Source: an optimization exercise on an open RTL-to-GDS flow (aim: small area). Production flows keep margins and buffers that such runs may drop. The RTL was checked by simulation tests, not by an equivalence proof against the original design. Power figures rest on the tool's default switching activity, not on a simulated workload.

`flow/config.mk`:
```
export PLATFORM = sky130hd
export DESIGN_NAME = ltt_ctrl
export DESIGN_NICKNAME = ltt_ctrl
export VERILOG_FILES = /design/flow/design.v
export SDC_FILE = /design/flow/constraint.sdc
export NUM_CORES = 4
export LEC_CHECK = 0
export CAP_MARGIN = 20
export CORE_MARGIN = 2
export CORE_UTILIZATION = 40
export SLEW_MARGIN = 20
```
`flow/constraint.sdc`:
```
create_clock -name core_clock -period 10.0 [get_ports {clk}]
set_input_delay 2.0000 -clock core_clock [delete_from_list [all_inputs] [get_ports {clk}]]
set_output_delay 2.0000 -clock core_clock [all_outputs]
set_load 0.01 [all_outputs]
```
`flow/design.v`:
```
module ltt_timer (
    input  wire        clk,
    input  wire        rst,
    input  wire        do_cfg,       
    input  wire        do_wait,      
    input  wire        do_dis,       
    input  wire        do_cb,        
    input  wire [15:0] a,
    input  wire [15:0] b,
    input  wire [2:0]  ps,
    input  wire        m,
    input  wire [7:0]  n,
    output wire        irq,
    output wire        ticks_zero,
    output wire        wait_done     
);
    reg [15:0] count;
    reg [15:0] compare;
    reg [2:0]  psel;
    reg        mode;
    reg        run;
    reg        ie;
    reg        if_flag;
    reg [9:0]  pdiv;
    reg        cb;
    reg [7:0]  ticks;
    reg        waiting;
    reg [7:0]  wtarget;
    reg [9:0] pdiv_max;
    always @(*) begin
        case (psel)
            3'd1:    pdiv_max = 10'd0;
            3'd2:    pdiv_max = 10'd7;
            3'd3:    pdiv_max = 10'd63;
            3'd4:    pdiv_max = 10'd255;
            default: pdiv_max = 10'd1023;
        endcase
    end
    wire       cnt_ev    = run && (pdiv == pdiv_max);
    wire       at_top    = mode ? (count == compare) : (count == 16'hFFFF);
    wire       fire      = cnt_ev && at_top;
    wire       handler   = if_flag && ie;
    wire       tick_inc  = handler && cb;
    wire [7:0] ticks_inc = ticks + 8'd1;
    wire       complete  = tick_inc && waiting && (ticks_inc == wtarget);
    assign irq        = if_flag && ie;
    assign ticks_zero = (ticks == 8'd0);
    assign wait_done  = complete;
    always @(posedge clk) begin
        if (rst) begin
            count   <= 16'd0;
            compare <= 16'd0;
            psel    <= 3'd0;
            mode    <= 1'b0;
            run     <= 1'b0;
            ie      <= 1'b0;
            if_flag <= 1'b0;
            pdiv    <= 10'd0;
            cb      <= 1'b0;
            ticks   <= 8'd0;
            waiting <= 1'b0;
            wtarget <= 8'd0;
        end else begin
            if (run) begin
                if (pdiv == pdiv_max) begin
                    pdiv  <= 10'd0;
                    count <= at_top ? 16'd0 : count + 16'd1;
                end else begin
                    pdiv <= pdiv + 10'd1;
                end
            end
            if (handler) begin
                if_flag <= 1'b0;
                if (cb)
                    ticks <= complete ? 8'd0 : ticks_inc;
            end
            if (fire)
                if_flag <= 1'b1;
            if (complete) begin
                run     <= 1'b0;
                ie      <= 1'b0;
                if_flag <= 1'b0;
                waiting <= 1'b0;
            end
            if (do_cfg || do_wait) begin
                count   <= a;
                compare <= b;
                psel    <= ps;
                mode    <= m;
                pdiv    <= 10'd0;
                if_flag <= 1'b0;
                ie      <= 1'b1;
                run     <= 1'b1;
            end
            if (do_wait) begin
                if (n == 8'd0) begin
                    ticks   <= 8'd0;
                    run     <= 1'b0;
                    ie      <= 1'b0;
                    if_flag <= 1'b0;
                end else begin
                    wtarget <= n;
                    waiting <= 1'b1;
                end
            end
            if (do_dis) begin
                run     <= 1'b0;
                ie      <= 1'b0;
                if_flag <= 1'b0;
            end
            if (do_cb)
                cb <= 1'b1;
        end
    end
endmodule
module ltt_uart_tx #(
    parameter CLKS_PER_BIT = 104
) (
    input  wire       clk,
    input  wire       rst,
    input  wire       load,
    input  wire [7:0] data,
    output wire       ready,
    output wire       txd
);
    reg       busy;
    reg [9:0] baud;
    reg [3:0] bitn;
    reg [8:0] sh;
    reg       txd_r;
    assign ready = !busy;
    assign txd   = txd_r;
    always @(posedge clk) begin
        if (rst) begin
            busy  <= 1'b0;
            baud  <= 10'd0;
            bitn  <= 4'd0;
            sh    <= 9'h1FF;
            txd_r <= 1'b1;
        end else if (load && !busy) begin
            sh    <= {1'b1, data};
            txd_r <= 1'b0;
            baud  <= 10'd0;
            bitn  <= 4'd0;
            busy  <= 1'b1;
        end else if (busy) begin
            if (baud == CLKS_PER_BIT - 1) begin
                baud <= 10'd0;
                if (bitn == 4'd9) begin
                    busy <= 1'b0;
                end else begin
                    txd_r <= sh[0];
                    sh    <= {1'b1, sh[8:1]};
                    bitn  <= bitn + 4'd1;
                end
            end else begin
                baud <= baud + 10'd1;
            end
        end
    end
endmodule
module ltt_uart_rx #(
    parameter CLKS_PER_BIT = 104
) (
    input  wire       clk,
    input  wire       rst,
    input  wire       rxd,
    output reg        valid,
    output reg  [7:0] data
);
    localparam HALF = CLKS_PER_BIT / 2;
    reg       s1, s2;
    reg       active;
    reg [9:0] baud;
    reg [3:0] bitn;
    reg [7:0] sh;
    always @(posedge clk) begin
        if (rst) begin
            s1     <= 1'b1;
            s2     <= 1'b1;
            active <= 1'b0;
            baud   <= 10'd0;
            bitn   <= 4'd0;
            sh     <= 8'd0;
            valid  <= 1'b0;
            data   <= 8'd0;
        end else begin
            s1    <= rxd;
            s2    <= s1;
            valid <= 1'b0;
            if (!active) begin
                if (!s2) begin
                    active <= 1'b1;
                    baud   <= 10'd0;
                    bitn   <= 4'd0;
                end
            end else if (baud == ((bitn == 4'd0) ? HALF - 1 : CLKS_PER_BIT - 1)) begin
                baud <= 10'd0;
                if (bitn == 4'd0) begin
                    if (s2)
                        active <= 1'b0;          
                    else
                        bitn <= 4'd1;
                end else if (bitn <= 4'd8) begin
                    sh   <= {s2, sh[7:1]};
                    bitn <= bitn + 4'd1;
                end else begin
                    active <= 1'b0;
                    if (s2) begin                
                        valid <= 1'b1;
                        data  <= sh;
                    end
                end
            end else begin
                baud <= baud + 10'd1;
            end
        end
    end
endmodule
module ltt_rx_fifo #(
    parameter DEPTH = 8,
    parameter AW    = 3
) (
    input  wire       clk,
    input  wire       rst,
    input  wire       push,
    input  wire [7:0] wdata,
    input  wire       pop,
    output wire [7:0] rdata,
    output wire       empty
);
    reg [7:0]  mem [0:DEPTH-1];
    reg [AW-1:0] wptr;
    reg [AW-1:0] rptr;
    reg [AW:0]   cnt;
    wire full   = (cnt == DEPTH);
    wire do_pop = pop && !empty;
    wire do_push = push && !full;
    assign empty = (cnt == 0);
    assign rdata = mem[rptr];
    always @(posedge clk) begin
        if (do_push)
            mem[wptr] <= wdata;
    end
    always @(posedge clk) begin
        if (rst) begin
            wptr <= {AW{1'b0}};
            rptr <= {AW{1'b0}};
            cnt  <= {(AW+1){1'b0}};
        end else begin
            if (do_push)
                wptr <= wptr + 1'b1;
            if (do_pop)
                rptr <= rptr + 1'b1;
            case ({do_push, do_pop})
                2'b10:   cnt <= cnt + 1'b1;
                2'b01:   cnt <= cnt - 1'b1;
                default: cnt <= cnt;
            endcase
        end
    end
endmodule
module ltt_ctrl #(
    parameter CLKS_PER_BIT = 104,
    parameter [7:0]  PW_BASE = 8'h20,
    parameter [15:0] DLY1_CMP  = 16'd49,     
    parameter [2:0]  DLY1_PS   = 3'd3,
    parameter [15:0] DLY15_CMP = 16'd374,    
    parameter [2:0]  DLY15_PS  = 3'd3
) (
    input  wire       clk,
    input  wire       rst,
    input  wire       rxd,
    output wire       txd,
    output reg  [1:0] motor,
    output reg        alarm,
    output wire       irq,
    output reg        st_req,
    output reg        st_we,
    output reg  [7:0] st_addr,
    output reg  [7:0] st_wdata,
    input  wire       st_ack,
    input  wire [7:0] st_rdata
);
    localparam C_WAIT   = 3'd0;
    localparam C_SETPW  = 3'd1;
    localparam C_VERIFY = 3'd2;
    localparam C_OPEN   = 3'd3;
    localparam C_LOCK   = 3'd4;
    localparam [1:0] M_STOP = 2'd0, M_FWD = 2'd1, M_REV = 2'd2;
    localparam [3:0] PW_MAX = 4'd9;
    reg [2:0] st;
    reg [4:0] step;
    reg [3:0] idx;
    reg       booted;
    reg       wt_busy;      
    reg [7:0] pbuf [0:8];
    reg [7:0] xbuf [0:8];
    reg [3:0] plen;
    reg [3:0] xlen;
    reg [3:0] pwlen;
    reg         t_wait;
    reg         t_long;     
    wire        ticks_zero;
    wire        wait_done;
    ltt_timer u_timer (
        .clk        (clk),
        .rst        (rst),
        .do_cfg     (1'b0),
        .do_wait    (t_wait),
        .do_dis     (1'b0),
        .do_cb      (!booted),
        .a          (16'd0),
        .b          (t_long ? DLY15_CMP : DLY1_CMP),
        .ps         (t_long ? DLY15_PS : DLY1_PS),
        .m          (1'b1),
        .n          (t_long ? 8'd2 : 8'd1),
        .irq        (irq),
        .ticks_zero (ticks_zero),
        .wait_done  (wait_done)
    );
    reg        tx_load;
    reg  [7:0] tx_data;
    wire       tx_ready;
    ltt_uart_tx #(.CLKS_PER_BIT(CLKS_PER_BIT)) u_tx (
        .clk   (clk),
        .rst   (rst),
        .load  (tx_load),
        .data  (tx_data),
        .ready (tx_ready),
        .txd   (txd)
    );
    wire       rx_valid;
    wire [7:0] rx_data;
    ltt_uart_rx #(.CLKS_PER_BIT(CLKS_PER_BIT)) u_rx (
        .clk   (clk),
        .rst   (rst),
        .rxd   (rxd),
        .valid (rx_valid),
        .data  (rx_data)
    );
    reg        q_pop;
    wire [7:0] q_data;
    wire       q_empty;
    ltt_rx_fifo u_rxq (
        .clk   (clk),
        .rst   (rst),
        .push  (rx_valid),
        .wdata (rx_data),
        .pop   (q_pop),
        .rdata (q_data),
        .empty (q_empty)
    );
    reg match;
    integer i;
    always @(*) begin
        match = (plen == xlen);
        for (i = 0; i < 9; i = i + 1)
            if (i < xlen && pbuf[i] != xbuf[i])
                match = 1'b0;
    end
    wire in_rtext = booted && (st == C_SETPW || st == C_VERIFY) && step == 5'd0;
    reg is_wait;
    always @(*) begin
        is_wait = 1'b0;
        t_long  = 1'b0;
        if (st == C_OPEN) begin
            case (step)
                5'd1, 5'd7:       begin is_wait = 1'b1; t_long = 1'b1; end
                5'd3, 5'd4, 5'd5: begin is_wait = 1'b1; t_long = 1'b0; end
                default: ;
            endcase
        end else if (st == C_LOCK) begin
            if (step >= 5'd1 && step <= 5'd4) begin
                is_wait = 1'b1;
                t_long  = 1'b1;
            end
        end
    end
    always @(*) begin
        t_wait  = booted && is_wait && !wt_busy && ticks_zero;
        q_pop   = booted && !q_empty && ((st == C_WAIT) || in_rtext);
        tx_load = booted && st == C_VERIFY && step == 5'd4;
        tx_data = match ? 8'h31 : 8'h30;
    end
    always @(posedge clk) begin
        if (rst) begin
            st       <= C_WAIT;
            step     <= 5'd0;
            idx      <= 4'd0;
            booted   <= 1'b0;
            wt_busy  <= 1'b0;
            plen     <= 4'd0;
            xlen     <= 4'd0;
            pwlen    <= 4'd0;
            motor    <= M_STOP;
            alarm    <= 1'b0;
            st_req   <= 1'b0;
            st_we    <= 1'b0;
            st_addr  <= 8'd0;
            st_wdata <= 8'd0;
        end else if (!booted) begin
            booted <= 1'b1;                      
        end else begin
            case (st)
                C_WAIT: if (!q_empty) begin      
                    step <= 5'd0;
                    case (q_data)
                        8'h30: begin st <= C_SETPW;  plen <= 4'd0; end
                        8'h31: begin st <= C_VERIFY; plen <= 4'd0; end
                        8'h32: st <= C_OPEN;
                        8'h33: st <= C_LOCK;
                        default: st <= C_WAIT;
                    endcase
                end
                C_SETPW, C_VERIFY: case (step)
                    5'd0: if (!q_empty) begin    
                        if (q_data == 8'h00) begin
                            step <= 5'd1;
                        end else if (plen == PW_MAX) begin
                            st   <= C_WAIT;      
                            step <= 5'd0;
                        end else begin
                            plen <= plen + 4'd1;
                        end
                    end
                    5'd1: begin
                        idx  <= 4'd0;
                        step <= 5'd2;
                    end
                    5'd2: begin                  
                        if (st_req) begin
                            if (st_ack) begin
                                st_req <= 1'b0;
                                idx    <= idx + 4'd1;
                            end
                        end else if (idx == ((st == C_SETPW) ? plen : pwlen)) begin
                            step <= 5'd3;
                        end else begin
                            st_req   <= 1'b1;
                            st_we    <= (st == C_SETPW);
                            st_addr  <= PW_BASE + {4'd0, idx};
                            st_wdata <= pbuf[idx];
                        end
                    end
                    5'd3: begin
                        if (st == C_SETPW) begin
                            pwlen <= plen;
                            st    <= C_WAIT;
                            step  <= 5'd0;
                        end else begin
                            xlen <= pwlen;
                            step <= 5'd4;
                        end
                    end
                    default: if (tx_ready) begin    
                        st   <= C_WAIT;
                        step <= 5'd0;
                    end
                endcase
                C_OPEN: begin
                    if (is_wait) begin
                        if (t_wait) begin
                            wt_busy <= 1'b1;
                        end else if (wt_busy && wait_done) begin
                            wt_busy <= 1'b0;
                            step    <= step + 5'd1;
                        end
                    end else begin
                        case (step)
                            5'd0: motor <= M_FWD;
                            5'd2: motor <= M_STOP;
                            5'd6: motor <= M_REV;
                            default: motor <= M_STOP;    
                        endcase
                        if (step == 5'd8) begin
                            st   <= C_WAIT;
                            step <= 5'd0;
                        end else begin
                            step <= step + 5'd1;
                        end
                    end
                end
                C_LOCK: begin
                    if (is_wait) begin
                        if (t_wait) begin
                            wt_busy <= 1'b1;
                        end else if (wt_busy && wait_done) begin
                            wt_busy <= 1'b0;
                            step    <= step + 5'd1;
                        end
                    end else if (step == 5'd0) begin
                        alarm <= 1'b1;
                        step  <= 5'd1;
                    end else begin
                        alarm <= 1'b0;
                        st    <= C_WAIT;
                        step  <= 5'd0;
                    end
                end
                default: begin
                    st   <= C_WAIT;
                    step <= 5'd0;
                end
            endcase
        end
    end
    always @(posedge clk) begin
        if (in_rtext && !q_empty && q_data != 8'h00 && plen != PW_MAX)
            pbuf[plen] <= q_data;
        if (booted && st == C_VERIFY && step == 5'd2 && st_req && st_ack)
            xbuf[idx] <= st_rdata;
    end
endmodule
```
`flow/run.sh`:
```
#!/bin/bash
# synth_recipe.tcl (not shown) runs the flow's synth.tcl, then flattens the netlist and writes it again
# the make line also repeats each setting of config.mk as NAME=value (left out here)
make -C /OpenROAD-flow-scripts/flow DESIGN_CONFIG=/design/flow/config.mk WORK_HOME=/design/flow/orfs CLKGATE_MAP_FILE= SYNTH_SCRIPT=/design/flow/synth_recipe.tcl finish
```
==> results.cfg <==
[global_route]
grt_start_max_net_pins = 53
gr-total-overflow = 0
antenna_found_initial = 0
grt_pass1_wl_mm = 63.6
grt_pass1_vias = 10785
grt_use_total_pct = 17.8

[sta]
setup_tns_ps = 0
fmax_mhz = 235
worstMarginPinSlew_ps = 1110
final.period_utilization_pct = 42.5
fin_crit_ps = 4250
drv_slew = 0
rsz0062_at_grt = false
finalClockSkew_ps = 29.6
finalHoldViolCount = 0
finalSetupViolCount = 0
relSlewSlack_pct = 25.1

[routing]
drt_iter0_markers = 903
routedWlPerCell_um = 19.9
first_pass_iters = 5
routed_wl_mm = 41.1
final_antenna_net_count = 0
via_per_inst = 5.38
drc_errors = 0
num_vias = 11134

[clock_tree]
worstSkewPairLatency_ps = 580
clk_path_buf_depth = 3
clk_pin_slew_ps = 60
cts_setup_buffers = 0
cts_inserted_buffers = 45
cts.sinks = 421
post_cts_resize_count = 0
cts_tree = yes
cts_hold_buf = 0
clock-root-buffer = clkbuf_16
htree_num_levels = 2

[synthesis]
synth_cell_types = 72
synthCells = 1402
ys_ff_latch = 421
avgSynthCellArea_um2 = 12.9
synth_warnings = 5
ys_seq_area_share_pct = 61.2
ys.flop_type = edfxtp_1
syn_area_um2 = 18100
synth_edf_count = 264
postSynth.asyncResetShare_pct = 0

[power]
p_switching_uw = 699
comb_power_share_pct = 0.9
cellPowerDensity_nw_per_um2 = 169
pwr-share-clk_pct = 46.2
power.internal_uw = 2770
vdd_drop_max_mv = 0.144
p_leak_uw = 0.00681
p_sw_share_pct = 20.2
pwr-share-seq_pct = 52.9

[finish]
diodes = 0
seq_area_um2 = 11100
multiInputGateArea_um2 = 6730
drive_above_1_share_pct = 11.5
fillCellCount = 3972
final_cells = 2071
fin_nets = 1482
fin_util_pct = 46.2
area_growth_pct = 13.3

[die]
ios = 35
die_y_um = 217
core-area_um2 = 44400
num_rows = 77
start_util_pct = 40.7
dieArea_um2 = 47000
die_x_um = 217

[outcome]
status = complete, no violations

[placement]
dp_hpwl_mm = 27.4
port_buffers = 31
globalplace.congestion = 0.868
dp.cells = 1986

[worst_setup_path]
start_kind = input pin
critPathRequiredTime_ps = 10180
cp_common_cell = nand2_1
crit_chain = clkdlybuf4s50_1, nand2_1, or4b_2, inv_1, nand2_1, nor3_1
worst-setup-path-type = input pin to register
worstPathArrival_ps = 4430
cp-end-kind = register
worstRegToRegCells = 7
slowest_stage = nor3_1
cp_max_fo = 8
cpPeakStageDelay_ps = 800

[min_path]
hold_path_class = register to register
min_path_cells = 1

[run]
cap_viol_max_count = 0
[registers in the layout, summed over array words and instances (netlist names), 3 cells and up, named ones only]
| name | cells |
|---|---|
| pbuf | 128 |
| xbuf | 72 |
| u_rxq.mem | 64 |
| u_timer.count | 16 |
| u_rx.baud | 10 |
| u_timer.pdiv | 10 |
| u_tx.baud | 10 |
| st_wdata | 8 |
| u_rx.data | 8 |
| u_rx.sh | 8 |
| u_timer.ticks | 8 |
| u_tx.sh | 8 |
| st_addr | 5 |
| step | 5 |
| idx | 4 |
| plen | 4 |
| pwlen | 4 |
| u_rx.bitn | 4 |
| u_rxq.cnt | 4 |
| u_tx.bitn | 4 |
| xlen | 4 |
| st | 3 |
| u_rxq.rptr | 3 |
| u_rxq.wptr | 3 |
[critical path: cells and delay by family]
family	cells	cell delay, ps
and+or+nand+nor	4	1830
buffers and inverters	2	610
[per-layer routing]
layer / vias up / wire [um] / GRT usage, %
met4: 0 / 1070 / 6.03
met1: 5520 / 18800 / 25.1
met5: - / 0 / 0
met2: 285 / 19000 / 28.1
li1: 5251 / - / -
met3: 78 / 2170 / 2.61
[placed cells by master, fill, tap and decap left out, types with 5 or more instances in the layout]
master / n
nor3_1: 35
dfxtp_1: 155
a21o_1: 6
edfxtp_1: 264
nand2b_1: 16
nand3_1: 38
nand2_1: 85
o21a_1: 5
a31o_2: 6
inv_1: 31
a31oi_1: 8
ha_1: 27
nor3_2: 5
nor2_1: 164
a211oi_1: 6
mux2_2: 12
mux4_2: 49
nor2b_1: 10
and2_1: 14
nand3b_1: 8
xnor2_1: 48
clkbuf_1: 17
nor3b_1: 5
nor4_1: 17
buf_4: 14
nand4_1: 27
o211ai_1: 5
clkinv_2: 7
and3_1: 16
clkbuf_16: 46
clkdlybuf4s50_1: 30
conb_1: 11
mux4_1: 5
and4_1: 5
a311oi_1: 8
o21ai_0: 16
mux2i_1: 49
a21oi_1: 44
xor2_1: 84
[metrics by stage]
stage / hold slack (ps) / instance area [um2] / setup slack [ps] / power, uW
finish: 413 / 20500 / 5750 / 3470
global route: 432 / 20500 / 5660 / 3570
CTS: 418 / 20500 / 5660 / 3510
detailed placement: 402 / 19000 / 5080 / 1900
global placement: 404 / 19000 / 5100 / 1900
floorplan: 389 / 18100 / 6040 / 1890
[area by class of cell]
| cell class | count | area share, % |
|---|---|---|
| clock buffers | 66 | 6.13 |
| inverters | 32 | 0.586 |
| repair buffers | 44 | 1.98 |
| flip-flops and latches | 421 | 54.0 |
| well taps | 592 | 3.61 |
| multi-input cells | 898 | 32.8 |
| clock inverters | 18 | 0.842 |
[synthesized netlist by cell type, drive strengths merged (38+ instances only)]
library cell / n / area (um2)
edfxtp: 264 / 7930
nor2: 164 / 616
dfxtp: 157 / 3140
nand2: 86 / 325
xor2: 84 / 736
mux4: 54 / 1230
mux2i: 49 / 490
xnor2: 48 / 420
clkbuf: 47 / 178
a21oi: 44 / 220
nor3: 40 / 200
nand3: 38 / 190
[logic make-up after synthesis]
logic type / synth area share, %
buffers and inverters: 2.07
muxes: 10.3
DFF: 61.2
and+or+nand+nor: 12.8
xor gates and xnor gates: 6.39
AOI/OAI and AO/OA: 5.27
other: 0.0207
adders and majority gates: 1.98
[worst paths after layout]
path / from / to / slack, ps
max: st_ack / xbuf[0][4] / 5750
min: u_rx.s1 / u_rx.s2 / 410
max reg2reg: register / pbuf[4][0] / 6010
min reg2reg: u_rx.s1 / u_rx.s2 / 410
[power groups by stage]
stage | Combinational [uW] | Clock [uW] | Sequential, uW
after floorplan | 17.0 | 0 | 1870
after global placement | 31.6 | 0 | 1870
after detailed placement | 31.6 | 0 | 1870
after CTS | 31.7 | 1650 | 1830
after global routing | 34.4 | 1710 | 1830
final | 31.2 | 1600 | 1830

==> static timing again, ports no longer ideal <==
The flow's constraints put no driver on any port. The routed layout listed below was extracted and timed again, unchanged, in two steps. Step 1: set_driving_cell puts a clkbuf_16 on clk and a buf_2 on each other input, an assumption about the parent block. Step 2 adds t to the input delays and takes it off the output delays; t is the mean of the earliest and latest rising clock arrival at the registers after step 1. Input paths then give back, and output paths get back, about the clock's delay inside the block. a / b / c = ideal / step 1 / step 2; a / b = the first two.
t (ns): 0.623
setup slack, ns: 5.747 / 5.779 / 5.156
hold WS [ns]: 0.413 / 0.413 / 0.413
worst setup path at the end: input to register
After both steps this run still meets setup and hold. The setup slack of this run moves by +0.032 ns with the drivers and by -0.591 ns with both steps.
